Background: an optimization exercise with open tools, aiming at small area, a short achievable clock period and few clock cycles per item. Do not read the settings as production practice.
RTL that was checked went through simulation tests only; none was proved equivalent to the original.
Only the layout flow was run in runs 1 and 2; the RTL was not checked for function there.
Power and IR drop assume default switching activity.

<file path="flow/flow/run.sh">
#!/bin/bash
set -euo pipefail
bash standard.sh SETUP_SLACK_MARGIN=8 finish > make_finish.log 2>&1
</file>
<file path="flow/constraint.sdc">
create_clock -name core_clock -period 13.0 [get_ports {clk}]
set_input_delay 2.6000 -clock core_clock [delete_from_list [all_inputs] [get_ports {clk}]]
set_output_delay 2.6000 -clock core_clock [all_outputs]
set_load 0.01 [all_outputs]
</file>
<file path="flow/standard.sh">
#!/bin/bash
# synth_recipe.tcl (not shown) runs the flow's synth.tcl, then flattens the netlist and writes it again
# the make line also repeats each setting of config.mk as NAME=value (left out here)
make -C /OpenROAD-flow-scripts/flow DESIGN_CONFIG=/design/flow/config.mk WORK_HOME=/design/flow/orfs CLKGATE_MAP_FILE= SYNTH_SCRIPT=/design/flow/synth_recipe.tcl "${@:-finish}"
</file>
<file path="flow/config.mk">
export PLATFORM = sky130hd
export DESIGN_NAME = twr_ranging
export DESIGN_NICKNAME = twr_ranging
export VERILOG_FILES = /design/flow/design.v
export SDC_FILE = /design/flow/constraint.sdc
export NUM_CORES = 4
export LEC_CHECK = 0
export ABC_CLOCK_PERIOD_IN_PS = 4000
export CAP_MARGIN = 20
export CORE_MARGIN = 2
export CORE_UTILIZATION = 60
export PLACE_DENSITY = 0.7
export SETUP_SLACK_MARGIN = 5
export SLEW_MARGIN = 20
</file>
<file path="flow/design.v">
module twr_ranging (
    input  wire        clk,
    input  wire        rst,
    input  wire        in_valid,
    output wire        in_ready,
    input  wire [31:0] pt,
    input  wire [31:0] rr,
    input  wire [31:0] ft,
    input  wire [31:0] prx,
    input  wire [31:0] rtx,
    input  wire [31:0] frx,
    output wire        out_valid,
    input  wire        out_ready,
    output wire [31:0] tof,
    output wire        degen,
    output wire [31:0] ra,
    output wire [31:0] rb,
    output wire [31:0] da,
    output wire [31:0] db
);
    localparam integer K  = 4;           
    localparam integer NM = 32 / K;      
    localparam integer J1 = 16;          
    localparam integer W  = 34 + K;      
    localparam integer NR = 2 * K + 3;   
    localparam [1:0] S1_IDLE = 2'd0,
                     S1_MUL  = 2'd1,
                     S1_FIX  = 2'd2;
    localparam [2:0] S2_IDLE = 3'd0,
                     S2_PREP = 3'd1,
                     S2_DIV  = 3'd2,
                     S2_FIN  = 3'd3,
                     S2_DONE = 3'd4;
    reg  [1:0]  s1;
    reg  [2:0]  cnt1;
    reg  [31:0] ra_q, rb_q, da_q, db_q;
    reg  [31:0] x_q;      
    reg  [1:0]  dch_q;    
    reg         brb_q, bdb_q;    
    reg  [K-1:0] dr_q, dd_q;     
    reg  [33:0] h_q;      
    reg  [33:0] c_q;      
    reg         cl_q;     
    reg  [31:0] l_q;      
    reg  [2:0]  s2;
    reg  [3:0]  cnt2;
    reg  [31:0] ra_o, rb_o, da_o, db_o;
    reg  [33:0] den2;
    reg  [33:0] rem_q;    
    reg  [31:0] quo_q;    
    reg         neg_q;
    reg         degen_q;
    assign in_ready  = (s1 == S1_IDLE);
    wire   in_fire   = in_valid & in_ready;
    assign out_valid = (s2 == S2_DONE);
    wire   s2_free   = (s2 == S2_IDLE) | ((s2 == S2_DONE) & out_ready);
    wire   hand      = (s1 == S1_FIX) & s2_free;
    wire [K:0]   rbs = {1'b0, rb_q[2*K-1:K]} - {1'b0, x_q[2*K-1:K]} - {{K{1'b0}}, brb_q};
    wire [K:0]   dbs = {1'b0, x_q[2*K-1:K]} - {1'b0, db_q[2*K-1:K]} - {{K{1'b0}}, bdb_q};
    wire [K:0]   rb0 = {1'b0, frx[K-1:0]} - {1'b0, rtx[K-1:0]};
    wire [K:0]   db0 = {1'b0, rtx[K-1:0]} - {1'b0, prx[K-1:0]};
    wire [K-1:0] dr  = dr_q;
    wire [K-1:0] dd  = dd_q;
    wire [K-1:0] rad = ra_q[cnt1*K +: K];
    wire [K-1:0] dad = da_q[cnt1*K +: K];
    wire [K+1:0] dsum = {2'b00, rad} + {2'b00, dad} + {2'b00, dr} + {2'b00, dd} + {{K{1'b0}}, dch_q};
    reg  [W-1:0] rq [0:3*NR];
    reg  [W-1:0] ms, mc;
    integer hd, tl, j;
    always @* begin
        rq[0] = {{(W-34){1'b0}}, h_q};
        rq[1] = {{(W-34){1'b0}}, c_q};
        rq[2] = {{(W-K){1'b0}}, dd};
        for (j = 0; j < K; j = j + 1) begin
            rq[3 + 2*j] = {{(W-32){1'b0}}, ra_q & {32{dr[j]}}} << j;
            rq[4 + 2*j] = {{(W-32){1'b0}}, ~da_q & {32{dd[j]}}} << j;
        end
        for (j = NR; j <= 3*NR; j = j + 1) rq[j] = {W{1'b0}};
        hd = 0;
        tl = NR;
        for (j = 0; j < NR - 2; j = j + 1) begin
            rq[tl]     = rq[hd] ^ rq[hd+1] ^ rq[hd+2];
            rq[tl + 1] = ((rq[hd] & rq[hd+1]) | (rq[hd] & rq[hd+2]) | (rq[hd+1] & rq[hd+2])) << 1;
            hd = hd + 3;
            tl = tl + 2;
        end
        ms = rq[hd];
        mc = rq[hd+1];
    end
    wire [K:0] mlo = {1'b0, ms[K-1:0]} + {1'b0, mc[K-1:0]} + {{K{1'b0}}, cl_q};
    wire [34:0] hsum = {1'b0, h_q} + {1'b0, c_q} + {34'd0, cl_q} - {3'd0, db_q};
    wire        sgn  = rem_q[32];
    wire [63:0] dvd  = {rem_q[31:0], quo_q} ^ {64{sgn}};
    wire        shrt = (dvd[63:50] == 14'd0) && (dvd[49:16] < den2);
    wire [35:0] dx  = {rem_q, quo_q[31:30]};
    wire [36:0] dq1 = {1'b0, dx} - {3'b000, den2};
    wire [36:0] dq2 = {1'b0, dx} - {2'b00, den2, 1'b0};
    wire [36:0] dq3 = {1'b0, dx} - {3'b000, den2} - {2'b00, den2, 1'b0};
    wire [33:0] rem_n = ~dq3[36] ? dq3[33:0] : ~dq2[36] ? dq2[33:0] :
                        ~dq1[36] ? dq1[33:0] : dx[33:0];
    wire [31:0] quo_n = {quo_q[29:0], ~dq2[36], ~dq3[36] | (dq1[36] ^ dq2[36])};
    wire c_fix = neg_q & (rem_q + 34'd1 == den2);
    wire [31:0] tof_n = (quo_q ^ {32{neg_q}}) + {31'd0, neg_q & ~c_fix};
    always @(posedge clk) begin
        c_q  <= 34'd0;
        cl_q <= 1'b0;
        if (rst) begin
            s1 <= S1_IDLE;
        end else begin
            case (s1)
                S1_MUL: begin
                    rb_q  <= {dr, rb_q[31:K]};
                    db_q  <= {dd, db_q[31:K]};
                    x_q   <= {dsum[K-1:0], x_q[31:K]};
                    dch_q <= dsum[K+1:K];
                    brb_q <= rbs[K];
                    bdb_q <= dbs[K];
                    dr_q  <= rbs[K-1:0];
                    dd_q  <= dbs[K-1:0];
                    h_q   <= ms[W-1:K];
                    c_q   <= mc[W-1:K];
                    cl_q  <= mlo[K];
                    l_q   <= {mlo[K-1:0], l_q[31:K]};
                    cnt1  <= cnt1 + 3'd1;
                    if (cnt1 == NM - 1)
                        s1 <= S1_FIX;
                end
                S1_FIX: begin
                    c_q  <= c_q;
                    cl_q <= cl_q;
                    if (hand)
                        s1 <= S1_IDLE;
                end
                default: ;
            endcase
            if (in_fire) begin
                ra_q  <= rr  - pt;
                rb_q  <= frx;
                da_q  <= ft  - rr;
                db_q  <= prx;
                x_q   <= rtx;
                dch_q <= 2'd0;
                brb_q <= rb0[K];
                bdb_q <= db0[K];
                dr_q  <= rb0[K-1:0];
                dd_q  <= db0[K-1:0];
                h_q   <= 34'd0;
                cnt1  <= 3'd0;
                s1    <= S1_MUL;
            end
        end
    end
    always @(posedge clk) begin
        if (rst) begin
            s2 <= S2_IDLE;
        end else begin
            case (s2)
                S2_PREP: begin
                    neg_q   <= sgn;
                    degen_q <= (den2 == 34'd0);
                    if (shrt) begin
                        rem_q <= dvd[49:16];
                        quo_q <= {dvd[15:0], 16'd0};
                        cnt2  <= 16 - J1 / 2;
                    end else begin
                        rem_q <= {2'b00, dvd[63:32]};
                        quo_q <= dvd[31:0];
                        cnt2  <= 4'd0;
                    end
                    s2 <= S2_DIV;
                end
                S2_DIV: begin
                    rem_q <= rem_n;
                    quo_q <= quo_n;
                    cnt2  <= cnt2 + 4'd1;
                    if (cnt2 == 4'd15)
                        s2 <= S2_FIN;
                end
                S2_FIN: begin
                    quo_q <= degen_q ? 32'd0 : tof_n;
                    s2    <= S2_DONE;
                end
                S2_DONE: begin
                    if (out_ready)
                        s2 <= S2_IDLE;
                end
                default: ;
            endcase
            if (hand) begin
                ra_o  <= ra_q;
                rb_o  <= rb_q;
                da_o  <= da_q;
                db_o  <= db_q;
                den2  <= {dch_q, x_q};
                rem_q <= hsum[33:0];
                quo_q <= l_q;
                s2    <= S2_PREP;
            end
        end
    end
    assign tof   = quo_q;
    assign degen = degen_q;
    assign ra    = ra_o;
    assign rb    = rb_o;
    assign da    = da_o;
    assign db    = db_o;
endmodule
</file>
==> run summary, run 1 <==
| Result | Value | Unit |
| --- | --- | --- |
| Post-synthesis cell count | 4472 | - |
| Synthesized area | 44610 | µm² |
| Leakage | 22.81 | nW |
| Area Growth Syn to Fin | 20.74 | % |
| Clock Latency Late Sink | 0.66 | ns |
| Upper clock frequency limit | 181.8 | MHz |
| Power per Cell Area | 165.2 | nW/µm² |
| First element of the critical path | den2[8] | - |
| Fraction of final layout cells sized beyond drive strength 1 | 0.1179 | - |
| Setup total negative slack | 0 | ns |
| Buffers from clock root to sink, at most | 3 | - |
| CTS tree | done | - |
| Crit path DAT | 5.84 | ns |
| Antenna violations before repair | 12 | - |
| Via-to-Cell Ratio | 6.201 | - |
| Sinks on the clock net | 513 | - |
| Count of vias placed by the detailed router | 36630 | - |
| Number of buffers created by CTS | 58 | - |
| Initial drt markers | 3507 | - |
| Largest voltage drop on the vdd net | 0.1370 | mV |
| Largest incremental delay on the critical path | 0.53 | ns |
| Number of endpoints with negative hold slack in the final report | 0 | - |
| Cell accounting for the most synthesized area | edfxtp_1 | - |
| Final period utilization | 0.4231 | - |
| Nets in the synthesized netlist | 5287 | - |
| Unrepaired setup endpoints after global routing | true | - |
| Fraction of synthesized cell area taken by the top area cell type | 0.3190 | - |
| Sequence of cells on the critical path | inv_1, ha_4, o211a_1, o41ai_4, buf_4, a21oi_4, o211ai_1, buf_4, a211oi_4, o22ai_4, xnor2_4, ha_4, a21o_1, a21o_1, a21o_1, a21o_1, a21oi_2, nor2b_1, a211o_4, a211o_4, nand2_8, mux2i_1, o221ai_1 | - |
| Remaining routing DRC violations | 0 | - |
| Clock period minus final worst setup slack | 5.500 | ns |
| Launch instance of the worst register-to-register path | den2[8] | - |
| CP endpoint kind | register | - |
| Fin. max-slew vios | 0 | - |
| Clk slew on worst S/H paths | 0.07 | ns |
| IO buf count | 358 | - |
| Syn Area/Cell | 9.976 | µm² |
| CP max-delay cell | edfxtp_1 | - |
| Type of the tightest min-delay check | register to register | - |
| Worst-case hold slack | 0.4195 | ns |
| DRT antenna net count | 0 | - |
| Area of the die | 76550 | µm² |
| Leading cell types by total area after synthesis | edfxtp_1 (32%), fa_1 (14%), ha_1 (8.7%) | - |
| Utilization after layout | 0.7346 | - |
| Final weighted congestion in routability-driven placement | 1.045 | - |
| I/O Pins | 359 | - |
| Hold wc startpoint | rb_q[3] | - |
| Run status | no timing/DRC/antenna violations | - |
| Std cell rows | 99 | - |
| Number of enable-type register cells in the synthesized netlist | 474 | - |
| Routed wire length per instance | 25.22 | µm |
| Clk_skew | 0.02732 | ns |
| Via count of the first global-routing pass | 36510 | - |
| Setup-failing EPs final | 0 | - |
| Seq/Total Area, Yosys | 0.3365 | - |
| Die Wd | 276.7 | µm |
| Cell at the root of the clock tree | clkbuf_16 | - |
| Crit Path Max Fanout | 6 | - |
| Total Routing Usage GR | 0.3826 | - |
| HPWL Detailed | 108000 | µm |
| Global-route wire length before repair | 223300 | µm |
| Height of the chip | 276.7 | µm |
| Top flip-flop cell by instance count after synthesis | edfxtp_1 | - |
| Element type at the critical path start | register | - |
| Area of the core region | 73330 | µm² |
| Startpoint-to-endpoint class of the critical path | register to register | - |
| Maximum number of pins on one net before global-route repair | 163 | - |
| Most common cell type on the critical path | a21o_1 | - |
| H-tree depth | 2 | - |
| Ys Warns | 2 | - |
| Fraction of registers with async set or reset after synthesis | 0 | - |
| Worst endpoint required time | 13.34 | ns |
| Slew of the pin with the lowest slew margin | 1.174 | ns |
| # nets final | 5708 | - |
| Routed wire length | 149000 | µm |
| Post-synthesis sequential element count | 513 | - |
| Most numerous cell in the Yosys netlist | inv_1 | - |
| Number of iterations in the first detailed-routing pass | 8 | - |
| Number of unique standard cell types used by synthesis | 107 | - |
| Final global-route overflow total | 0 | - |
| Max_cap viols | 0 | - |
| Top cells by instance count after synthesis | inv_1 (504), edfxtp_1 (474), nand2_1 (402) | - |
| Max transition margin | 0.2098 | - |
| Effective utilization at floorplan | 0.6084 | - |
sequential cells by signal (all words and copies together) (netlist names), 32 cells and up:
name / count
l_q: 32
x_q: 32
rb_q: 32
den2: 34
da_q: 32
db_o: 32
rem_q: 34
quo_q: 32
rb_o: 32
h_q: 33
da_o: 32
ra_q: 32
ra_o: 32
c_q: 33
db_q: 32
layout make-up:
class,instances,area [µm²]
clock buffers,67,1526
fillers,5333,19460
clock inverters,43,520.5
inverters,504,1934
multi-input cells,3274,28550
flip-flops and latches,513,15010
well taps,959,1200
repair buffers,542,5106
diodes,6,15.01
layer usage:
| layer | up-vias | track usage | part of all wire |
|---|---|---|---|
| met3 | 510 | 0.07450 | 0.091 |
| met4 | 8 | 0.2082 | 0.067 |
| met1 | 17820 | 0.4836 | 0.38 |
| met2 | 1862 | 0.6231 | 0.47 |
| li1 | 16430 | - | - |
| met5 | - | 0 | 0.00040 |
cells in the final DEF (no fill, tap or decap), types with 16 or more instances in the layout:
cell             Yosys  final
a211o_1             19     17
a211oi_1            41     32
a21o_1             109    109
a21oi_1            237    215
a21oi_2              4     21
a222oi_1            27     27
a22o_1              35     35
a31oi_1             40     35
and2_1             171    170
and3_1              29     24
buf_4                7    166
clkbuf_16            0     59
clkdlybuf4s50_1      0    347
clkinvlp_4           0     19
dfxtp_1             39     39
edfxtp_1           474    474
fa_1               309    306
ha_1               310    268
ha_4                 0     31
inv_1              504    481
mux2i_1             85     84
mux4_2              16     16
nand2_1            402    392
nand2b_1            50     46
nand3_1             72     66
nand4_1             37     37
nor2_1             286    275
nor2b_1             88     87
nor3_1              50     45
nor4_1              19     19
o211ai_1            23     23
o21a_1              32     31
o21ai_0            151    129
o21ai_1             11     22
o21bai_1            27     26
xnor2_1            189    184
xor2_1             146    144
final timing paths:
path,endpoint,slack (ns),cells after the start
hold / removal,rb_o[3],0.42,0
setup / recovery,rem_q[16],7.50,23
hold reg to reg,rb_o[3],0.42,0
setup reg to reg,rem_q[16],7.50,23
worst max-delay path, delay by kind of cell (launching register included):
| kind | cells | cell delay, ns |
|---|---|---|
| mux | 1 | 0.24 |
| compound gates | 14 | 2.74 |
| xor+xnor | 1 | 0.26 |
| buf+inv | 3 | 0.55 |
| fa+ha+maj | 2 | 0.65 |
| flops | 1 | 0.53 |
| simple gates | 2 | 0.22 |
logic make-up after synthesis:
logic type / count (synthesis) / synth area share
muxes: 116 / 0.03093
and+or+nand+nor: 1293 / 0.1433
xor gates and xnor gates: 335 / 0.06577
buffers and inverters: 693 / 0.06049
AOI/OAI and AO/OA: 903 / 0.1373
adders and majority gates: 619 / 0.2256
DFF: 513 / 0.3365
power breakdown:
part           internal (W)  switching [W]
Combinational       0.00198        0.00280
Clock               0.00103       0.000758
Sequential          0.00215       0.000187
per-stage QoR:
step | cells | instance area [µm²] | total power (W) | worst slack [ns]
2_1_floorplan | 4472 | 44810 | 0.005564 | 6.547
3_3_place_gp | 5636 | 49110 | 0.006809 | 6.629
3_5_place_dp | 5636 | 49110 | 0.006987 | 6.551
4_1_cts | 5841 | 52560 | 0.008824 | 7.546
5_1_grt | 5907 | 53860 | 0.009611 | 7.357
6_report | 5908 | 53870 | 0.008901 | 7.500
what timing repair did:
item	4_1_cts	5_1_grt
endpoints found under the setup margin	93	135
gates cloned	8	0
resized for setup	135	163
buffers inserted	87	60
pin swaps	91	118
hold buffers	0	0
==> inputs of run 2 (changes only) <==
--- a/flow/design.v
+++ b/flow/design.v
@@ -27,9 +27,8 @@
                      S1_MUL  = 2'd1,
                      S1_FIX  = 2'd2;
-    localparam [2:0] S2_IDLE = 3'd0,
-                     S2_PREP = 3'd1,
-                     S2_DIV  = 3'd2,
-                     S2_FIN  = 3'd3,
-                     S2_DONE = 3'd4;
+    localparam [1:0] S2_IDLE = 2'd0,
+                     S2_DIV  = 2'd1,
+                     S2_FIN  = 2'd2,
+                     S2_DONE = 2'd3;
     reg  [1:0]  s1;
     reg  [2:0]  cnt1;
@@ -43,6 +42,8 @@
     reg         cl_q;     
     reg  [31:0] l_q;      
-    reg  [2:0]  s2;
+    reg  [1:0]  s2;
     reg  [3:0]  cnt2;
+    reg         spec_q;   
+    reg  [13:0] dhi_q;    
     reg  [31:0] ra_o, rb_o, da_o, db_o;
     reg  [33:0] den2;
@@ -90,7 +91,8 @@
     wire [K:0] mlo = {1'b0, ms[K-1:0]} + {1'b0, mc[K-1:0]} + {{K{1'b0}}, cl_q};
     wire [34:0] hsum = {1'b0, h_q} + {1'b0, c_q} + {34'd0, cl_q} - {3'd0, db_q};
-    wire        sgn  = rem_q[32];
-    wire [63:0] dvd  = {rem_q[31:0], quo_q} ^ {64{sgn}};
-    wire        shrt = (dvd[63:50] == 14'd0) && (dvd[49:16] < den2);
+    wire        sgn  = hsum[32];
+    wire [63:0] dvd  = {hsum[31:0], l_q} ^ {64{sgn}};
+    wire [33:0] den1 = {dch_q, x_q};
+    wire        shrt = (dhi_q == 14'd0) && (rem_q < den2);
     wire [35:0] dx  = {rem_q, quo_q[31:30]};
     wire [36:0] dq1 = {1'b0, dx} - {3'b000, den2};
@@ -156,24 +158,17 @@
         end else begin
             case (s2)
-                S2_PREP: begin
-                    neg_q   <= sgn;
-                    degen_q <= (den2 == 34'd0);
-                    if (shrt) begin
-                        rem_q <= dvd[49:16];
-                        quo_q <= {dvd[15:0], 16'd0};
-                        cnt2  <= 16 - J1 / 2;
+                S2_DIV: begin
+                    spec_q <= 1'b0;
+                    if (spec_q & ~shrt) begin
+                        rem_q <= {2'b00, dhi_q, rem_q[33:16]};
+                        quo_q <= {rem_q[15:0], quo_q[31:16]};
+                        cnt2  <= 4'd0;
                     end else begin
-                        rem_q <= {2'b00, dvd[63:32]};
-                        quo_q <= dvd[31:0];
-                        cnt2  <= 4'd0;
+                        rem_q <= rem_n;
+                        quo_q <= quo_n;
+                        cnt2  <= cnt2 + 4'd1;
+                        if (cnt2 == 4'd15)
+                            s2 <= S2_FIN;
                     end
-                    s2 <= S2_DIV;
-                end
-                S2_DIV: begin
-                    rem_q <= rem_n;
-                    quo_q <= quo_n;
-                    cnt2  <= cnt2 + 4'd1;
-                    if (cnt2 == 4'd15)
-                        s2 <= S2_FIN;
                 end
                 S2_FIN: begin
@@ -192,8 +187,13 @@
                 da_o  <= da_q;
                 db_o  <= db_q;
-                den2  <= {dch_q, x_q};
-                rem_q <= hsum[33:0];
-                quo_q <= l_q;
-                s2    <= S2_PREP;
+                den2    <= den1;
+                degen_q <= (den1 == 34'd0);
+                neg_q   <= sgn;
+                dhi_q   <= dvd[63:50];
+                rem_q   <= dvd[49:16];
+                quo_q   <= {dvd[15:0], 16'd0};
+                spec_q  <= 1'b1;
+                cnt2    <= 16 - J1 / 2;
+                s2      <= S2_DIV;
             end
         end
==> run 2 against run 1 <==
- first-iteration DRC count fell by 9.0%
- design area fell by 1.2%
- via count fell by 4.3%
- utilization fell by 0.17 points
- wire length fell by 9.3%
==> run summary, run 2 <==
| Result | Value | Unit |
| --- | --- | --- |
| Setup total negative slack | 0 | ns |
| Final period utilization | 0.4411 | - |
| Global-route wire length before repair | 204400 | µm |
| DRT antenna net count | 0 | - |
| Final weighted congestion in routability-driven placement | 1.014 | - |
| I/O Pins | 359 | - |
| Number of cells on the worst hold path | 0 | - |
| Post-Place Cells | 5550 | - |
| Area of the die | 75190 | µm² |
| Clock period minus final worst setup slack | 5.734 | ns |
| Setup-failing EPs final | 0 | - |
| Effective utilization at floorplan | 0.6035 | - |
| Buffers from clock root to sink, at most | 3 | - |
| Unrepaired setup endpoints after global routing | true | - |
| Ys Warns | 2 | - |
| Slew of the pin with the lowest slew margin | 1.117 | ns |
| Commonest cells after routing, fill and taps aside | edfxtp_1 (489), inv_1 (470), nand2_1 (408) | - |
| Nets in the synthesized netlist | 5165 | - |
| Worst-case hold slack | 0.4085 | ns |
| Crit Path Max Fanout | 8 | - |
| Number of buffers created by CTS | 58 | - |
| Post-Layout Cell Count | 5810 | - |
| Area Growth Syn to Fin | 21.45 | % |
| Type of the tightest min-delay check | register to register | - |
| CTS tree | done | - |
| Number of unique standard cell types used by synthesis | 88 | - |
| Post-CTS Hold Buffers | 0 | - |
| Fin. max-slew vios | 0 | - |
| Max transition margin | 0.2551 | - |
| Number of iterations in the first detailed-routing pass | 6 | - |
| Cell accounting for the most synthesized area | edfxtp_1 | - |
| Routed wire length per instance | 23.27 | µm |
| Synthesized area | 43800 | µm² |
| HPWL Detailed | 98280 | µm |
| Clk slew on worst S/H paths | 0.07 | ns |
| Die Wd | 274.2 | µm |
| # nets final | 5619 | - |
| Most common cell after layout, fill and taps aside | edfxtp_1 | - |
| Top flip-flop cell by instance count after synthesis | edfxtp_1 | - |
| Fraction of synthesized cell area taken by the top area cell type | 0.3352 | - |
| Crit path DAT | 6.08 | ns |
| Initial drt markers | 3193 | - |
| Max_cap viols | 0 | - |
| Total power | 0.01044 | W |
| CP endpoint kind | register | - |
| Routed wire length | 135200 | µm |
| Total Routing Usage GR | 0.3564 | - |
| Element type at the critical path start | register | - |
| Maximum number of pins on one net before global-route repair | 130 | - |
| H-tree depth | 2 | - |
| Post-synthesis sequential element count | 527 | - |
| Seq/Total Area, Yosys | 0.3526 | - |
| Startpoint-to-endpoint class of the critical path | register to register | - |
| Largest voltage drop on the vdd net | 0.1805 | mV |
| Worst reg2reg path depth | 25 | - |
| Cell at the root of the clock tree | clkbuf_16 | - |
| Leading cell types by total area after synthesis | edfxtp_1 (34%), fa_1 (14%), ha_1 (9.0%) | - |
| Fraction of final layout cells sized beyond drive strength 1 | 0.1111 | - |
| Power per Cell Area | 196.2 | nW/µm² |
| Run status | no timing/DRC/antenna violations | - |
| Via count of the first global-routing pass | 34980 | - |
| Most numerous cell in the Yosys netlist | inv_1 | - |
| Number of endpoints with negative hold slack in the final report | 0 | - |
| Clock Latency Late Sink | 0.65 | ns |
| Remaining routing DRC violations | 0 | - |
| Top cells by instance count after synthesis | inv_1 (497), edfxtp_1 (489), nand2_1 (415) | - |
| Syn Area/Cell | 10.08 | µm² |
| Count of vias placed by the detailed router | 35060 | - |
| Area of the core region | 72590 | µm² |
| Largest registers | den2: 34 flops, rem_q: 34 flops | - |
| Height of the chip | 274.2 | µm |
| Fraction of registers with async set or reset after synthesis | 0 | - |
| IO buf count | 358 | - |
| Sinks on the clock net | 527 | - |
| Worst endpoint required time | 13.35 | ns |
| Std cell rows | 99 | - |
| Antenna violations before repair | 5 | - |
| Final global-route overflow total | 0 | - |
| Upper clock frequency limit | 174.4 | MHz |
| Via-to-Cell Ratio | 6.034 | - |
| Leakage | 22.43 | nW |
| Placed instance area | 48580 | µm² |
| Clk_skew | 0.03925 | ns |
| Post-route cell area | 53200 | µm² |
| Post-synthesis cell count | 4346 | - |
| Number of enable-type register cells in the synthesized netlist | 489 | - |
[run 2: final timing paths]
kind	to	startpoint	slack [ns]
worst max-delay path	rem_q[13]	den2[8]	7.27
worst min-delay path	rb_o[2]	rb_q[2]	0.41
worst max register to register	rem_q[13]	den2[8]	7.27
worst min register to register	rb_o[2]	rb_q[2]	0.41
[run 2: kinds of logic (layout without fill, tap and decap cells)]
kind of cell               count (synthesis)  in the layout  share of synthesized area
DFF                                      527            527                     0.3526
other                                      0              1                          0
buffers and inverters                    642           1141                    0.05553
AOI/OAI and AO/OA                        859            861                     0.1278
and+or+nand+nor                         1278           1279                     0.1423
xor gates and xnor gates                 326            326                    0.06518
muxes                                     91             93                    0.02568
adders and majority gates                623            623                     0.2309
[run 2: final cells by class]
| cell class | instances | area, µm² |
|---|---|---|
| clock inverters | 41 | 534.3 |
| inverters | 497 | 1883 |
| multi-input cells | 3182 | 27490 |
| well taps | 959 | 1200 |
| diodes | 1 | 2.502 |
| repair buffers | 534 | 5134 |
| clock buffers | 69 | 1514 |
| fillers | 5285 | 19390 |
| flip-flops and latches | 527 | 15440 |
[run 2: routing by layer]
layer | GRT usage | part of all wire | vias up | routed length [µm]
met2 | 0.5827 | 0.47 | 1584 | 63690
li1 | - | - | 15990 | -
met4 | 0.1814 | 0.061 | 8 | 8267
met5 | 0 | 0.00034 | - | 46
met3 | 0.06717 | 0.080 | 386 | 10760
met1 | 0.4544 | 0.39 | 17090 | 52440
[run 2: what timing repair did]
action,4_1_cts,5_1_grt
gates resized for setup,173,144
pin swaps,82,81
gates cloned,5,2
setup buffers,108,34
setup endpoints to repair,223,199
[run 2: power by group]
part	internal, W	total [W]	leakage [nW]	switching, W
combinational	0.00264	0.00607	16.6	0.00343
sequential	0.00231	0.00258	4.82	0.000275
clock	0.00106	0.00179	0.977	0.000731
total	0.00600	0.0104	22.4	0.00443
[run 2: critical path, stage by stage (launching register included)]
cell	delay (ns)
edfxtp_1	0.50
inv_2	0.10
ha_4	0.28
and2_4	0.14
nand4_1	0.14
a311oi_4	0.31
o31ai_4	0.14
a21oi_2	0.20
o21ai_2	0.10
o311a_1	0.33
xnor2_2	0.23
ha_4	0.24
a21o_1	0.17
a21o_1	0.16
a211o_1	0.26
o2111ai_2	0.09
and3_1	0.20
o31ai_2	0.08
a31o_1	0.22
a2111o_2	0.53
buf_6	0.15
mux2i_4	0.20
buf_12	0.18
buf_6	0.14
a22oi_1	0.18
o211ai_1	0.15
[run 2: metrics by stage]
| step | util | setup WS [ns] |
|---|---|---|
| final | 0.7329 | 7.266 |
| after floorplan | - | 6.794 |
| after CTS | 0.7203 | 7.460 |
| after global placement | 0.6693 | 6.576 |
| after global routing | 0.7329 | 7.049 |
| after detailed placement | 0.6693 | 6.545 |
==> inputs of run 3 (changes only) <==
--- a/flow/design.v
+++ b/flow/design.v
@@ -98,10 +98,18 @@
     wire [36:0] dq1 = {1'b0, dx} - {3'b000, den2};
     wire [36:0] dq2 = {1'b0, dx} - {2'b00, den2, 1'b0};
-    wire [36:0] dq3 = {1'b0, dx} - {3'b000, den2} - {2'b00, den2, 1'b0};
+    wire [36:0] t3a = {1'b0, dx};
+    wire [36:0] t3b = ~{3'b000, den2};
+    wire [36:0] t3c = ~{2'b00, den2, 1'b0};
+    wire [36:0] t3s = t3a ^ t3b ^ t3c;
+    wire [36:0] t3k = {(t3a[35:0] & t3b[35:0]) | (t3a[35:0] & t3c[35:0]) | (t3b[35:0] & t3c[35:0]), 1'b0};
+    wire [36:0] dq3 = t3s + t3k + 37'd2;
     wire [33:0] rem_n = ~dq3[36] ? dq3[33:0] : ~dq2[36] ? dq2[33:0] :
                         ~dq1[36] ? dq1[33:0] : dx[33:0];
     wire [31:0] quo_n = {quo_q[29:0], ~dq2[36], ~dq3[36] | (dq1[36] ^ dq2[36])};
-    wire c_fix = neg_q & (rem_q + 34'd1 == den2);
-    wire [31:0] tof_n = (quo_q ^ {32{neg_q}}) + {31'd0, neg_q & ~c_fix};
+    wire [33:0] fx   = rem_q ^ den2;
+    wire [32:0] fc   = rem_q[32:0] & ~den2[32:0];
+    wire        c_fix = fx[0] & ~|(fx[33:1] ^ fc);
+    wire [31:0] nquo  = ~quo_q + 32'd1;
+    wire [31:0] tof_n = ~neg_q ? quo_q : c_fix ? ~quo_q : nquo;
     always @(posedge clk) begin
         c_q  <= 34'd0;
--- a/flow/config.mk
+++ b/flow/config.mk
@@ -13,2 +13,3 @@
 export SETUP_SLACK_MARGIN = 5
 export SLEW_MARGIN = 20
+export TNS_END_PERCENT = 0
==> run 3 against run 2 <==
- critical path type is now primary input to register
- largest power group unchanged
- count of clock-buffer cells in the layout increased by 1
- register-to-register slack improved by 0.67 ns
- combinational power increased by 4.3%
- flip-flop and latch count unchanged
- synthesized area increased by 0.48%
- cell count decreased by 2.5%
- highest routed layer unchanged
==> run summary, run 3 <==
| Result | Value | Unit |
| --- | --- | --- |
| Worst endpoint required time | 13.46 | ns |
| Upper clock frequency limit | 193.6 | MHz |
| Number of unique standard cell types used by synthesis | 89 | - |
| Clk_skew | 0.04609 | ns |
| Area of the core region | 72830 | µm² |
| Max transition margin | 0.3301 | - |
| CTS tree | done | - |
| Setup-failing EPs final | 0 | - |
| Routed wire length | 128600 | µm |
| Maximum number of pins on one net before global-route repair | 73 | - |
| Leading cell types by total area after synthesis | edfxtp_1 (33%), fa_1 (16%), ha_1 (9.9%) | - |
| Type of the tightest min-delay check | register to register | - |
| Element type at the critical path start | primary input | - |
| Fraction of registers with async set or reset after synthesis | 0 | - |
| Final weighted congestion in routability-driven placement | 0.9834 | - |
| Height of the chip | 274.8 | µm |
| Worst-case hold slack | 0.4091 | ns |
| Met3 Use GR | 0.06258 | - |
| Final global-route overflow total | 0 | - |
| Clock Latency Late Sink | 0.65 | ns |
| Std cell rows | 99 | - |
| Buffers from clock root to sink, at most | 3 | - |
| Area Growth Syn to Fin | 16.71 | % |
| Ys Warns | 2 | - |
| Syn Area/Cell | 10.23 | µm² |
| Busiest metal layer after global routing | met2 | - |
| Clk slew on worst S/H paths | 0.07 | ns |
| Most common cell after layout, fill and taps aside | inv_1 | - |
| Initial drt markers | 2830 | - |
| Largest registers | den2: 34 flops, rem_q: 34 flops | - |
| Leakage | 22.21 | nW |
| Setup total negative slack | 0 | ns |
| Top cells by instance count after synthesis | inv_1 (594), edfxtp_1 (489), nand2_1 (420) | - |
| Crit path DAT | 5.62 | ns |
| HPWL Detailed | 99200 | µm |
| Fraction of synthesized cell area taken by the top area cell type | 0.3336 | - |
| Sequence of cells on the critical path | clkdlybuf4s50_1, inv_1, ha_4, and3_4, nor2b_4, a21oi_4, and4b_2, o311a_1, or2_4, a21o_1, o221ai_2, or4b_1, o311ai_1 | - |
| CP max-delay cell | clkdlybuf4s50_1 | - |
| Commonest cells after routing, fill and taps aside | inv_1 (582), edfxtp_1 (489), nand2_1 (418) | - |
| Cell accounting for the most synthesized area | edfxtp_1 | - |
| Effective utilization at floorplan | 0.6043 | - |
| Global-route wire length before repair | 194200 | µm |
| Final worst setup slack | 7.834 | ns |
| Sinks on the clock net | 527 | - |
| Largest voltage drop on the vdd net | 0.1833 | mV |
| Total Routing Usage GR | 0.3396 | - |
| Routed wire length per instance | 22.70 | µm |
| Fraction of final layout cells sized beyond drive strength 1 | 0.06532 | - |
| Count of vias placed by the detailed router | 33160 | - |
| I/O Pins | 359 | - |
| Seq/Total Area, Yosys | 0.3509 | - |
| Sum of buffers and inverters on the critical path | 2 | - |
| Nets in the synthesized netlist | 5206 | - |
| Final period utilization | 0.3974 | - |
| Number of endpoints with negative hold slack in the final report | 0 | - |
| Via count of the first global-routing pass | 33400 | - |
| Area of the die | 75540 | µm² |
| Number of enable-type register cells in the synthesized netlist | 489 | - |
| Fin. max-slew vios | 0 | - |
| Post-route cell area | 51370 | µm² |
| Unrepaired setup endpoints after global routing | true | - |
| Met1 GRT Util | 0.4184 | - |
| Slew of the pin with the lowest slew margin | 1.005 | ns |
| Via-to-Cell Ratio | 5.855 | - |
| Max_cap viols | 0 | - |
| Post-synthesis sequential element count | 527 | - |
| Antenna violations before repair | 7 | - |
| Number of iterations in the first detailed-routing pass | 8 | - |
| Synthesized area | 44010 | µm² |
| Top flip-flop cell by instance count after synthesis | edfxtp_1 | - |
| Run status | no timing/DRC/antenna violations | - |
| Most numerous cell in the Yosys netlist | inv_1 | - |
| Crit Path Max Fanout | 4 | - |
| DRT antenna net count | 0 | - |
| Top delay family on crit path | simple AND/OR/NAND/NOR gates | - |
| Number of buffers created by CTS | 57 | - |
| Power per Cell Area | 208.2 | nW/µm² |
| Largest incremental delay on the critical path | 0.45 | ns |
| Post-placement setup slack | 6.380 | ns |
| IO buf count | 358 | - |
| # nets final | 5556 | - |
| Post-CTS Hold Buffers | 0 | - |
| Clock period minus final worst setup slack | 5.166 | ns |
| CP endpoint kind | register | - |
| Placed instance area | 48560 | µm² |
| Remaining routing DRC violations | 0 | - |
| Startpoint-to-endpoint class of the critical path | primary input to register | - |
| H-tree depth | 2 | - |
| Global routing met2 resource utilization | 0.5807 | - |
| Die Wd | 274.8 | µm |
| Cell at the root of the clock tree | clkbuf_16 | - |
| Post-synthesis cell count | 4302 | - |
-- run 3: cells by family after synthesis --
| kind of cell | count (synthesis) | share of synthesized area |
|---|---|---|
| AOI/OAI and AO/OA | 807 | 0.1161 |
| xor gates and xnor gates | 295 | 0.05913 |
| adders and majority gates | 708 | 0.2623 |
| buffers and inverters | 725 | 0.06447 |
| DFF | 527 | 0.3509 |
| muxes | 60 | 0.01834 |
| and+or+nand+nor | 1180 | 0.1287 |
-- run 3: final cells by class --
type	instances	area, µm²
fillers	5588	21460
inverters	596	2242
clock buffers	70	1495
repair buffers	419	4073
clock inverters	37	536.8
well taps	959	1200
multi-input cells	3051	26370
flip-flops and latches	527	15440
diodes	4	10.01
-- run 3: worst reg2reg max path: stages, from the launching register on --
cell	delay, ns
edfxtp_1	0.44
inv_1	0.18
fa_1	0.51
inv_1	0.04
ha_1	0.27
ha_1	0.22
inv_1	0.07
fa_1	0.42
nor2b_2	0.17
o31ai_2	0.10
a21o_1	0.23
o32a_1	0.42
a31oi_4	0.25
a31oi_4	0.17
xor2_2	0.23
buf_6	0.17
nor2_1	0.12
buf_4	0.25
a222oi_1	0.37
o21ai_0	0.14
-- run 3: final timing paths --
kind,start,end,slack (ns),cells after the start
max reg2reg,rem_q[0],rem_q[14],7.94,19
min reg2reg,rb_q[2],rb_o[2],0.41,0
max,pt[10],ra_q[30],7.83,13
min,rb_q[2],rb_o[2],0.41,0
-- run 3: where the power goes --
part           switching (W)  total, W  leakage, nW  internal (W)
clock network       0.000712   0.00176        0.988       0.00105
logic                0.00363   0.00633         16.4       0.00269
registers           0.000274   0.00261         4.83       0.00234
-- run 3: per-stage QoR --
step,cells,power [W],util
2_1_floorplan,4302,0.007056,-
3_3_place_gp,5522,0.008669,0.6667
3_5_place_dp,5522,0.008789,0.6667
4_1_cts,5644,0.01063,0.7020
5_1_grt,5663,0.01158,0.7053
6_report,5663,0.01070,0.7053
-- run 3: metal layers --
metal / vias up / wire length [µm]
met5: - / 23
met4: 4 / 6699
met3: 311 / 8930
met2: 1222 / 63450
met1: 16280 / 49460
li1: 15350 / -
-- run 3: what timing repair did --
action                                  in CTS  in global routing
setup buffers                               14                 14
cloned                                       1                  1
hold endpoints to repair                     0                  0
endpoints found under the setup margin     242                270
pin swaps                                   40                 19
gates resized for setup                    115                 34
Testbench counts of run 3, summed over its fixed seeds: cycles 3,280, items 320.
==> inputs of run 4 (changes only) <==
--- a/flow/config.mk
+++ b/flow/config.mk
@@ -13,3 +13,2 @@
 export SETUP_SLACK_MARGIN = 5
 export SLEW_MARGIN = 20
-export TNS_END_PERCENT = 0
==> run 4 against run 3 <==
- still clean on timing, DRC and antenna
- design area increased by 0.39%
- hold slack improved by 0.012 ns
- critical path depth stayed put
- power fell by 0.72%
- register-to-register slack improved by 0.16 ns
- clock skew fell by 0.011 ns
- die area unchanged
==> run summary, run 4 <==
| Result | Value | Unit |
| --- | --- | --- |
| Run status | no timing/DRC/antenna violations | - |
| Routed wire length | 128100 | µm |
| Number of endpoints with negative hold slack in the final report | 0 | - |
| Upper clock frequency limit | 195.1 | MHz |
| Height of the chip | 274.8 | µm |
| Number of unique standard cell types used by synthesis | 89 | - |
| Syn Area/Cell | 10.23 | µm² |
| Global routing met2 resource utilization | 0.5587 | - |
| Post-CTS Hold Buffers | 0 | - |
| Global-route wire length before repair | 194600 | µm |
| Cell-internal power | 0.006024 | W |
| Crit path DAT | 5.57 | ns |
| Terminus of the critical flop-to-flop path | rem_q[12] | - |
| Top flip-flop cell by instance count after synthesis | edfxtp_1 | - |
| Fraction of final layout cells sized beyond drive strength 1 | 0.07257 | - |
| Logic pwr share | 0.596 | - |
| Std cell rows | 99 | - |
| Placed instance area | 48690 | µm² |
| Clk_skew | 0.03513 | ns |
| Post-placement setup slack | 6.504 | ns |
| Post-synthesis cell count | 4302 | - |
| # nets final | 5568 | - |
| Type of the tightest min-delay check | register to register | - |
| H-tree depth | 2 | - |
| Area Growth Syn to Fin | 17.17 | % |
| Post-Layout Cell Count | 5673 | - |
| Unrepaired setup endpoints after global routing | true | - |
| Count of vias placed by the detailed router | 33200 | - |
| Switching part of the total power | 0.4328 | - |
| Setup total negative slack | 0 | ns |
| Remaining routing DRC violations | 0 | - |
| Effective utilization at floorplan | 0.6043 | - |
| Leading cell types by total area after synthesis | edfxtp_1 (33%), fa_1 (16%), ha_1 (9.9%) | - |
| Sequence of cells on the critical path | clkdlybuf4s50_1, inv_1, ha_4, a21o_1, a21o_1, a21oi_2, o21ai_2, o311a_1, or2_4, a21o_1, o221ai_2, or4b_4, o311ai_4 | - |
| Buffers from clock root to sink, at most | 3 | - |
| HPWL Detailed | 97660 | µm |
| Max transition margin | 0.2985 | - |
| Post-route cell area | 51570 | µm² |
| Leakage | 22.23 | nW |
| Final weighted congestion in routability-driven placement | 1.001 | - |
| Slew of the pin with the lowest slew margin | 1.052 | ns |
| Final global-route overflow total | 0 | - |
| Hold wc startpoint | rb_q[1] | - |
| Area of the die | 75540 | µm² |
| Most numerous cell in the Yosys netlist | inv_1 | - |
| Startpoint-to-endpoint class of the critical path | primary input to register | - |
| Met3 Use GR | 0.05604 | - |
| Fraction of registers with async set or reset after synthesis | 0 | - |
| Launch instance of the worst register-to-register path | den2[1] | - |
| Busiest metal layer after global routing | met2 | - |
| Crit Path Max Fanout | 7 | - |
| Number of iterations in the first detailed-routing pass | 7 | - |
| Maximum number of pins on one net before global-route repair | 145 | - |
| Ys Warns | 2 | - |
| Hold endpoint | rb_o[1] | - |
| CP endpoint kind | register | - |
| Nets in the synthesized netlist | 5206 | - |
| Largest voltage drop on the vdd net | 0.1533 | mV |
| DRT antenna net count | 0 | - |
| Seq/Total Area, Yosys | 0.3509 | - |
| Clock Latency Late Sink | 0.64 | ns |
| Die Wd | 274.8 | µm |
| Worst reg2reg path depth | 20 | - |
| Clock period minus final worst setup slack | 5.124 | ns |
| Cell at the root of the clock tree | clkbuf_16 | - |
| Largest registers | den2: 34 flops, rem_q: 34 flops | - |
| CTS tree | done | - |
| Power dissipated by switching net loads | 0.004597 | W |
| Total Routing Usage GR | 0.3398 | - |
| Antenna violations before repair | 4 | - |
| Final period utilization | 0.3942 | - |
| Number of enable-type register cells in the synthesized netlist | 489 | - |
| Clk slew on worst S/H paths | 0.06 | ns |
| I/O Pins | 359 | - |
| Post-Place Cells | 5518 | - |
| Met1 GRT Util | 0.4462 | - |
| Most common cell type on the critical path | a21o_1 | - |
| Final worst setup slack | 7.876 | ns |
| Power per Cell Area | 205.9 | nW/µm² |
| Setup-failing EPs final | 0 | - |
| Commonest cells after routing, fill and taps aside | inv_1 (577), edfxtp_1 (489), nand2_1 (417) | - |
| Routed wire length per instance | 22.59 | µm |
| IO buf count | 358 | - |
| Reg2reg setup slack | 8.10 | ns |
| Synthesized area | 44010 | µm² |
| Number of cells on the worst hold path | 0 | - |
| Largest incremental delay on the critical path | 0.50 | ns |
| Sinks on the clock net | 527 | - |
| Element type at the critical path start | primary input | - |
| Relative contribution of sequential cells to total power | 0.246 | - |
| Number of buffers created by CTS | 59 | - |
| Top cells by instance count after synthesis | inv_1 (594), edfxtp_1 (489), nand2_1 (420) | - |
| Post-synthesis sequential element count | 527 | - |
| Initial drt markers | 2959 | - |
| Worst endpoint required time | 13.45 | ns |
| Cell accounting for the most synthesized area | edfxtp_1 | - |
| Most common cell after layout, fill and taps aside | inv_1 | - |
| Via count of the first global-routing pass | 33300 | - |
| Area of the core region | 72830 | µm² |
| Fin. max-slew vios | 0 | - |
| Max_cap viols | 0 | - |
| Fraction of synthesized cell area taken by the top area cell type | 0.3336 | - |
| CP max-delay cell | or4b_4 | - |
| Clock network fraction of design power | 0.158 | - |
| Via-to-Cell Ratio | 5.851 | - |
run 4: cell counts after synthesis:
Identical to the previous run, type by type.
run 4: how the worst max path moves through the flow:
stage	from	endpoint	slack [ns]	cells past startpoint
2_1_floorplan	rst	da_o[0]	6.69	5
3_3_place_gp	rr[0]	ra_q[30]	6.61	15
3_5_place_dp	rr[0]	ra_q[30]	6.50	15
4_1_cts	pt[11]	ra_q[30]	7.87	13
5_1_grt	rr[0]	ra_q[30]	7.79	15
6_report	pt[11]	ra_q[30]	7.88	13
run 4: cell type report:
cell class | count | area [µm²]
tap | 959 | 1200
clock buffer | 74 | 1595
fill | 5546 | 21260
timing repair buffer | 427 | 4158
multi-input combinational | 3053 | 26590
clock inverter | 36 | 326.6
antenna | 1 | 2.502
inverter | 596 | 2256
sequential | 527 | 15440
run 4: what timing repair did:
item / CTS / global route
buffers inserted: 22 / 19
resized for setup: 144 / 40
endpoints found under the setup margin: 198 / 148
cloned: 1 / 2
pin swaps: 41 / 36
run 4: per-stage QoR:
step,util,power [W],hold WS [ns]
detailed placement,0.6685,0.008769,0.4061
floorplan,-,0.007064,0.4003
finish,0.7081,0.01062,0.4212
global route,0.7080,0.01149,0.4338
CTS,0.7034,0.01054,0.4210
global placement,0.6685,0.008631,0.4010
run 4: critical path, delay by kind of cell:
family / cells / cell delay (ns)
adders and majority gates: 1 / 0.24
buffers and inverters: 2 / 0.51
AOI/OAI and AO/OA: 8 / 1.45
and+or+nand+nor: 2 / 0.77
run 4: kinds of logic after synthesis:
| family | after synthesis | synth area share |
|---|---|---|
| adder cells (fa/ha/maj) | 708 | 0.2623 |
| multiplexers | 60 | 0.01834 |
| AND/OR/NAND/NOR | 1180 | 0.1287 |
| buffers and inverters | 725 | 0.06447 |
| flip-flops | 527 | 0.3509 |
| XOR/XNOR | 295 | 0.05913 |
| AO/OA/AOI/OAI | 807 | 0.1161 |
run 4: power groups by stage:
stage	Combinational, W	Clock [W]	Sequential, W
after floorplan	0.00453	0	0.00253
after CTS	0.00623	0.00170	0.00260
final	0.00633	0.00168	0.00261
after global routing	0.00709	0.00177	0.00263
after global placement	0.00600	0	0.00263
after detailed placement	0.00613	0	0.00264
run 4: routing by layer:
layer | vias to the layer above | share of wire | wire (µm)
met5 | - | 0.00030 | 39
met4 | 6 | 0.052 | 6652
met3 | 259 | 0.078 | 10030
li1 | 15360 | - | -
met2 | 1347 | 0.47 | 60430
met1 | 16220 | 0.40 | 50990
==> inputs of run 5 (changes only) <==
==> flow/flow/run.sh (replaced) <==
#!/bin/bash
set -euo pipefail
bash standard.sh SETUP_SLACK_MARGIN=8 "BUFFER_PORTS_ARGS=-buffer_cell sky130_fd_sc_hd__buf_1" finish > make_finish.log 2>&1
--- a/flow/config.mk
+++ b/flow/config.mk
@@ -13,2 +13,3 @@
 export SETUP_SLACK_MARGIN = 5
 export SLEW_MARGIN = 20
+export TNS_END_PERCENT = 0
==> run 5 against run 4 <==
- clock power down 9%
- wire length down 3.2%
- flip-flop and latch count unchanged
- hold slack better by 0.00059 ns
- critical path depth up 1
- still clean on timing, DRC and antenna
- count of clock-buffer cells in the layout down 4
- largest cell class unchanged
- die area unchanged
- critical endpoint unchanged
- synthesized cell count unchanged
- highest routed layer is now met4
==> run summary, run 5 <==
| Result | Value | Unit |
| --- | --- | --- |
| Run status | no timing/DRC/antenna violations | - |
| CTS tree | done | - |
| Fraction of synthesized cell area taken by the top area cell type | 0.3336 | - |
| Area Growth Syn to Fin | 9.782 | % |
| Number of buffers created by CTS | 56 | - |
| IO buf count | 358 | - |
| Leading cell types by total area after synthesis | edfxtp_1 (33%), fa_1 (16%), ha_1 (9.9%) | - |
| Number of iterations in the first detailed-routing pass | 6 | - |
| Height of the chip | 274.8 | µm |
| Utilization after layout | 0.6634 | - |
| Largest registers | den2: 34 flops, rem_q: 34 flops | - |
| H-tree depth | 2 | - |
| Unrepaired setup endpoints after global routing | true | - |
| # nets final | 5535 | - |
| Synthesized area | 44010 | µm² |
| Worst reg2reg path depth | 15 | - |
| HPWL Detailed | 95750 | µm |
| Setup total negative slack | 0 | ns |
| Top cells by instance count after synthesis | inv_1 (594), edfxtp_1 (489), nand2_1 (420) | - |
| Final weighted congestion in routability-driven placement | 1.009 | - |
| Largest voltage drop on the vdd net | 0.1400 | mV |
| Type of the tightest min-delay check | register to register | - |
| Max_cap viols | 0 | - |
| Terminus of the critical flop-to-flop path | rem_q[18] | - |
| Fin. max-slew vios | 0 | - |
| Nets in the synthesized netlist | 5206 | - |
| Area of the core region | 72830 | µm² |
| Commonest cells after routing, fill and taps aside | inv_1 (593), edfxtp_1 (489), nand2_1 (419) | - |
| Cell accounting for the most synthesized area | edfxtp_1 | - |
| CP endpoint kind | register | - |
| Initial drt markers | 2608 | - |
| Maximum number of pins on one net before global-route repair | 88 | - |
| Ys Warns | 2 | - |
| Fraction of registers with async set or reset after synthesis | 0 | - |
| Max transition margin | 0.1803 | - |
| Buffers from clock root to sink, at most | 3 | - |
| Post-Place Cells | 5520 | - |
| Startpoint-to-endpoint class of the critical path | primary input to register | - |
| Post-synthesis sequential element count | 527 | - |
| Via count of the first global-routing pass | 32980 | - |
| Via-to-Cell Ratio | 5.842 | - |
| Hold endpoint | rb_o[2] | - |
| Total Routing Usage GR | 0.3289 | - |
| Effective utilization at floorplan | 0.6043 | - |
| Clock period minus final worst setup slack | 5.071 | ns |
| Cell at the root of the clock tree | clkbuf_16 | - |
| Area of the die | 75540 | µm² |
| Final global-route overflow total | 0 | - |
| Hold wc startpoint | rb_q[2] | - |
| Number of cells on the worst hold path | 0 | - |
| Antenna violations before repair | 3 | - |
| Syn Area/Cell | 10.23 | µm² |
| Sinks on the clock net | 527 | - |
| Clk slew on worst S/H paths | 0.06 | ns |
| Upper clock frequency limit | 197.2 | MHz |
| Die Wd | 274.8 | µm |
| Post-Layout Cell Count | 5637 | - |
| Std cell rows | 99 | - |
| I/O Pins | 359 | - |
| Filler cells | 6011 | - |
| Crit path DAT | 5.53 | ns |
| Total power | 0.01018 | W |
| Number of endpoints with negative hold slack in the final report | 0 | - |
| Most common cell after layout, fill and taps aside | inv_1 | - |
| Seq/Total Area, Yosys | 0.3509 | - |
| Most numerous cell in the Yosys netlist | inv_1 | - |
| DRT antenna net count | 0 | - |
| Routed wire length | 124000 | µm |
| Worst endpoint required time | 13.46 | ns |
| Element type at the critical path start | primary input | - |
| Remaining routing DRC violations | 0 | - |
| Slew of the pin with the lowest slew margin | 1.218 | ns |
| Power per Cell Area | 210.7 | nW/µm² |
| Clock Latency Late Sink | 0.65 | ns |
| Number of unique standard cell types used by synthesis | 89 | - |
| Post-CTS Hold Buffers | 0 | - |
| Routed wire length per instance | 22.00 | µm |
| Global-route wire length before repair | 189200 | µm |
| Number of enable-type register cells in the synthesized netlist | 489 | - |
| Crit Path Max Fanout | 3 | - |
| Top flip-flop cell by instance count after synthesis | edfxtp_1 | - |
| Final period utilization | 0.3901 | - |
| Leakage | 20.90 | nW |
| Setup-failing EPs final | 0 | - |
| Launch instance of the worst register-to-register path | db_q[0] | - |
| Fraction of final layout cells sized beyond drive strength 1 | 0.04726 | - |
| Reg2reg setup slack | 8.02 | ns |
| Post-synthesis cell count | 4302 | - |
| Clk_skew | 0.04927 | ns |
| Count of vias placed by the detailed router | 32930 | - |
-- run 5: worst max-delay path by stage --
stage,to,from,depth (start not counted),slack [ns]
final,ra_q[30],pt[6],14,7.93
after global routing,rem_q[14],rem_q[0],18,7.84
after CTS,da_q[31],rr[1],14,7.88
after detailed placement,ra_q[30],rr[0],15,6.85
after global placement,ra_q[30],rr[0],15,6.92
after floorplan,da_o[0],rst,5,6.69
-- run 5: stage by stage --
stage	cell area, µm²	worst slack, ns	hold WS [ns]
2_1_floorplan	44080	6.693	0.4003
3_3_place_gp	46310	6.922	0.4036
3_5_place_dp	46310	6.847	0.4045
4_1_cts	48220	7.883	0.4200
5_1_grt	48320	7.842	0.4289
6_report	48320	7.929	0.4218
-- run 5: logic make-up (layout without fill, tap and decap cells) --
group                    after synthesis  after routing  share of synthesized area
AO/OA/AOI/OAI                        807            807                     0.1161
XOR/XNOR                             295            295                    0.05913
adder cells (fa/ha/maj)              708            708                     0.2623
buffers and inverters                725           1098                    0.06447
flip-flops                           527            527                     0.3509
multiplexers                          60             60                    0.01834
other                                  0              2                          0
AND/OR/NAND/NOR                     1180           1181                     0.1287
-- run 5: layout make-up --
class	count	area, µm²	area share
multi-input cells	3051	26030	0.5387
clock buffers	70	1464	0.03030
diodes	2	5.005	0.0001036
well taps	959	1200	0.02483
inverters	596	2238	0.04632
flip-flops and latches	527	15440	0.3196
repair buffers	399	1677	0.03470
clock inverters	33	260.3	0.005386
-- run 5: worst max-delay path: stages --
cell	delay (ns)
buf_1	0.07
inv_1	0.04
ha_1	0.30
or2_2	0.33
a21oi_2	0.16
nor2b_1	0.09
a21oi_4	0.18
and4b_1	0.23
o311a_1	0.38
or2_4	0.26
a21o_1	0.20
o221ai_2	0.15
or4b_1	0.45
o311ai_1	0.09
-- run 5: routing by layer --
layer / GRT usage / vias up / routed length (µm)
met5: 0 / - / 0
met4: 0.1824 / 0 / 8049
met3: 0.04486 / 325 / 8176
met2: 0.5473 / 1299 / 59330
met1: 0.4176 / 16020 / 48450
li1: - / 15290 / -
-- run 5: where the power goes --
part / switching [W] / internal [W]
clock: 0.000686 / 0.000839
combinational: 0.00349 / 0.00254
sequential: 0.000278 / 0.00234
-- run 5: repair_timing --
action                     in CTS  in global routing
gates cloned                    1                  0
buffers inserted                6                  5
setup endpoints to repair      66                 81
resized for setup              24                 16
pin swaps                      10                  9
==> inputs of run 6 (changes only) <==
--- a/flow/config.mk
+++ b/flow/config.mk
@@ -10,4 +10,6 @@
 export CORE_MARGIN = 2
 export CORE_UTILIZATION = 60
+export CTS_BUF_LIST = sky130_fd_sc_hd__clkbuf_8 sky130_fd_sc_hd__clkbuf_4
+export CTS_CLUSTER_SIZE = 30
 export PLACE_DENSITY = 0.7
 export SETUP_SLACK_MARGIN = 5
==> run 6 against run 5 <==
- still clean
- design area is 0.76% higher
- flip-flop and latch count stayed put
- critical path depth is 1 higher
- die area stayed put
- highest routed layer unchanged
==> run summary, run 6 <==
| Result | Value | Unit |
| --- | --- | --- |
| Run status | no timing/DRC/antenna violations | - |
| IO buf count | 358 | - |
| Via-to-Cell Ratio | 5.824 | - |
| Number of iterations in the first detailed-routing pass | 8 | - |
| Syn Area/Cell | 10.23 | µm² |
| Startpoint-to-endpoint class of the critical path | primary input to register | - |
| Power per Cell Area | 212.3 | nW/µm² |
| Post-Place Cells | 5520 | - |
| Element type at the critical path start | primary input | - |
| Final period utilization | 0.3854 | - |
| Seq/Total Area, Yosys | 0.3509 | - |
| Sinks on the clock net | 527 | - |
| Crit Path Max Fanout | 3 | - |
| Maximum number of pins on one net before global-route repair | 88 | - |
| Total Routing Usage GR | 0.3303 | - |
| Area of the die | 75540 | µm² |
| Post-synthesis cell count | 4302 | - |
| Number of enable-type register cells in the synthesized netlist | 489 | - |
| Setup-failing EPs final | 0 | - |
| Count of vias placed by the detailed router | 33270 | - |
| Clock network fraction of design power | 0.162 | - |
| Initial drt markers | 2704 | - |
| Relative contribution of sequential cells to total power | 0.253 | - |
| Std cell rows | 99 | - |
| Highest metal layer with signal wires | met4 | - |
| Logic pwr share | 0.585 | - |
| Final global-route overflow total | 0 | - |
| # nets final | 5574 | - |
| Effective utilization at floorplan | 0.6043 | - |
| CTS tree | done | - |
| Top cells by instance count after synthesis | inv_1 (594), edfxtp_1 (489), nand2_1 (420) | - |
| Routed wire length | 124400 | µm |
| Routed length on met2 | 59590 | µm |
| Post-CTS Hold Buffers | 0 | - |
| Leading cell types by total area after synthesis | edfxtp_1 (33%), fa_1 (16%), ha_1 (9.9%) | - |
| Max_cap viols | 0 | - |
| HPWL Detailed | 95750 | µm |
| Post-placement setup slack | 6.847 | ns |
| Commonest cells after routing, fill and taps aside | inv_1 (592), edfxtp_1 (489), nand2_1 (419) | - |
| Fraction of synthesized cell area taken by the top area cell type | 0.3336 | - |
| Area Growth Syn to Fin | 10.62 | % |
| Slew of the pin with the lowest slew margin | 1.243 | ns |
| DRT antenna net count | 0 | - |
| Cell accounting for the most synthesized area | edfxtp_1 | - |
| Leakage | 21.17 | nW |
| Routed wire length per instance | 21.78 | µm |
| Clk_skew | 0.05901 | ns |
| Area of the core region | 72830 | µm² |
| Crit path DAT | 5.56 | ns |
| Final weighted congestion in routability-driven placement | 1.009 | - |
| Buffers from clock root to sink, at most | 3 | - |
| Fraction of final layout cells sized beyond drive strength 1 | 0.06654 | - |
| Switching part of the total power | 0.4353 | - |
| H-tree depth | 3 | - |
| Synthesized area | 44010 | µm² |
| Clock period minus final worst setup slack | 5.010 | ns |
| Power dissipated by switching net loads | 0.004499 | W |
| Post-synthesis sequential element count | 527 | - |
| Length of routed met3 wiring | 8620 | µm |
| Clk slew on worst S/H paths | 0.06 | ns |
| Post-Layout Cell Count | 5712 | - |
| Remaining routing DRC violations | 0 | - |
| Die Wd | 274.8 | µm |
| Top flip-flop cell by instance count after synthesis | edfxtp_1 | - |
| Largest voltage drop on the vdd net | 0.1624 | mV |
| Number of endpoints with negative hold slack in the final report | 0 | - |
| Fraction of registers with async set or reset after synthesis | 0 | - |
| Upper clock frequency limit | 199.6 | MHz |
| Cell at the root of the clock tree | clkbuf_8 | - |
| Most numerous cell in the Yosys netlist | inv_1 | - |
| I/O Pins | 359 | - |
| Ys Warns | 2 | - |
| Number of buffers created by CTS | 91 | - |
| Antenna violations before repair | 6 | - |
| CP endpoint kind | register | - |
| Fin. max-slew vios | 0 | - |
| Cell-internal power | 0.005838 | W |
| Worst endpoint required time | 13.55 | ns |
| Type of the tightest min-delay check | register to register | - |
| Via count of the first global-routing pass | 33190 | - |
| Clock Latency Late Sink | 0.72 | ns |
| Setup total negative slack | 0 | ns |
| Height of the chip | 274.8 | µm |
| Max transition margin | 0.1634 | - |
| Number of unique standard cell types used by synthesis | 89 | - |
| Final worst setup slack | 7.990 | ns |
| Nets in the synthesized netlist | 5206 | - |
| Largest registers | den2: 34 flops, rem_q: 34 flops | - |
| Most common cell after layout, fill and taps aside | inv_1 | - |
| Wire length the detailed router placed on met1 | 48370 | µm |
| Unrepaired setup endpoints after global routing | true | - |
| Global-route wire length before repair | 189900 | µm |
==> run 6: cell counts after synthesis <==
No cell type changed its count.
==> run 6: cell families (layout without fill, tap and decap cells) <==
group / Yosys count / after routing / synth area share
and+or+nand+nor: 1180 / 1181 / 0.1287
AOI/OAI and AO/OA: 807 / 807 / 0.1161
buffers and inverters: 725 / 1171 / 0.06447
adders and majority gates: 708 / 708 / 0.2623
DFF: 527 / 527 / 0.3509
xor gates and xnor gates: 295 / 295 / 0.05913
muxes: 60 / 60 / 0.01834
other: 0 / 4 / 0
==> run 6: layout make-up <==
type | count | area (µm²)
Clock buffer | 141 | 1665
Fill cell | 5970 | 24150
Timing Repair Buffer | 403 | 1709
Antenna cell | 4 | 10.01
Sequential cell | 527 | 15440
Multi-Input combinational cell | 3051 | 26050
Inverter | 596 | 2238
Tap cell | 959 | 1200
Clock inverter | 31 | 370.4
==> run 6: final timing paths <==
check	startpoint	endpoint	slack (ns)	depth (start not counted)
max	rr[0]	ra_q[30]	7.99	15
min	rb_q[3]	rb_o[3]	0.42	0
max reg2reg	rem_q[0]	rem_q[27]	8.07	17
min reg2reg	rb_q[3]	rb_o[3]	0.42	0
==> run 6: per-layer routing <==
| layer | up-vias | GRT usage |
|---|---|---|
| met2 | 1317 | 0.5462 |
| met3 | 323 | 0.04495 |
| met4 | 0 | 0.1871 |
| met1 | 16250 | 0.4210 |
| met5 | - | 0 |
| li1 | 15380 | - |
==> run 6: worst max-delay path, cell delays in order <==
cell	delay [ns]
clkbuf_2	0.10
inv_2	0.06
ha_4	0.15
fa_2	0.23
nor2b_4	0.05
o2111ai_2	0.23
nand3_2	0.13
a21oi_4	0.17
and4b_1	0.23
o311a_1	0.34
or2_4	0.29
a21o_1	0.21
o221ai_2	0.20
or4b_1	0.46
o311ai_1	0.10
==> run 6: repair_timing <==
| item | 4_1_cts | 5_1_grt |
|---|---|---|
| pin swaps | 3 | 14 |
| gates cloned | 1 | 0 |
| setup buffers | 3 | 12 |
| gates resized for setup | 19 | 29 |
| endpoints found under the setup margin | 61 | 78 |
==> run 6: stage by stage <==
stage | area [µm²] | util | hold WS [ns] | power [W]
after floorplan | 44080 | - | 0.4003 | 0.007056
after global placement | 46310 | 0.6358 | 0.4036 | 0.008459
after detailed placement | 46310 | 0.6358 | 0.4045 | 0.008604
after CTS | 48470 | 0.6655 | 0.4200 | 0.01033
after global routing | 48690 | 0.6685 | 0.4278 | 0.01127
final | 48690 | 0.6685 | 0.4180 | 0.01034
==> run 6: power by group through the flow <==
| stage | sequential, W | combinational (W) | clock [W] |
|---|---|---|---|
| after detailed placement | 0.00264 | 0.00596 | 0 |
| after global placement | 0.00264 | 0.00582 | 0 |
| after floorplan | 0.00253 | 0.00452 | 0 |
| after global routing | 0.00263 | 0.00687 | 0.00177 |
| final | 0.00262 | 0.00604 | 0.00168 |
| after CTS | 0.00261 | 0.00601 | 0.00170 |

## what the ideal ports hide
Ports are ideal in the flow. The routed layouts listed here were re-timed in OpenROAD. Step 1: set_driving_cell puts a clkbuf_16 on clk and a buf_2 on each other input, an assumption about the parent block. Step 2 also shifts input and output timing later by t, the mid clock arrival at the registers, as if the neighbouring blocks saw the same clock. Slacks: ideal / step 1 / step 2; pairs: ideal / step 1.
| run | t (ns) | setup slack, ns | hold slack, ns | slew at the worst register clock pin (ns) | worst slew at a driven data input, ns |
|---|---|---|---|---|---|
| run 1 | 0.704 | 7.500 / 7.500 / 7.396 | 0.419 / 0.419 / 0.419 | 0.07 / 0.07 | 0.10 |
| run 2 | 0.698 | 7.266 / 7.266 / 7.090 | 0.409 / 0.409 / 0.409 | 0.07 / 0.07 | 0.12 |
| run 3 | 0.692 | 7.834 / 7.880 / 7.188 | 0.409 / 0.409 / 0.409 | 0.07 / 0.07 | 0.10 |
| run 4 | 0.686 | 7.876 / 7.896 / 7.210 | 0.421 / 0.421 / 0.421 | 0.07 / 0.07 | 0.07 |
| run 5 | 0.693 | 7.929 / 7.972 / 7.279 | 0.422 / 0.422 / 0.422 | 0.07 / 0.07 | 0.10 |
| run 6 | 0.761 | 7.990 / 8.038 / 7.277 | 0.418 / 0.418 / 0.418 | 0.07 / 0.07 | 0.09 |
After both steps setup and hold are still met in every run listed. The setup slack of run 6, which loses most, moves by +0.048 ns with the drivers and by -0.713 ns with both steps.
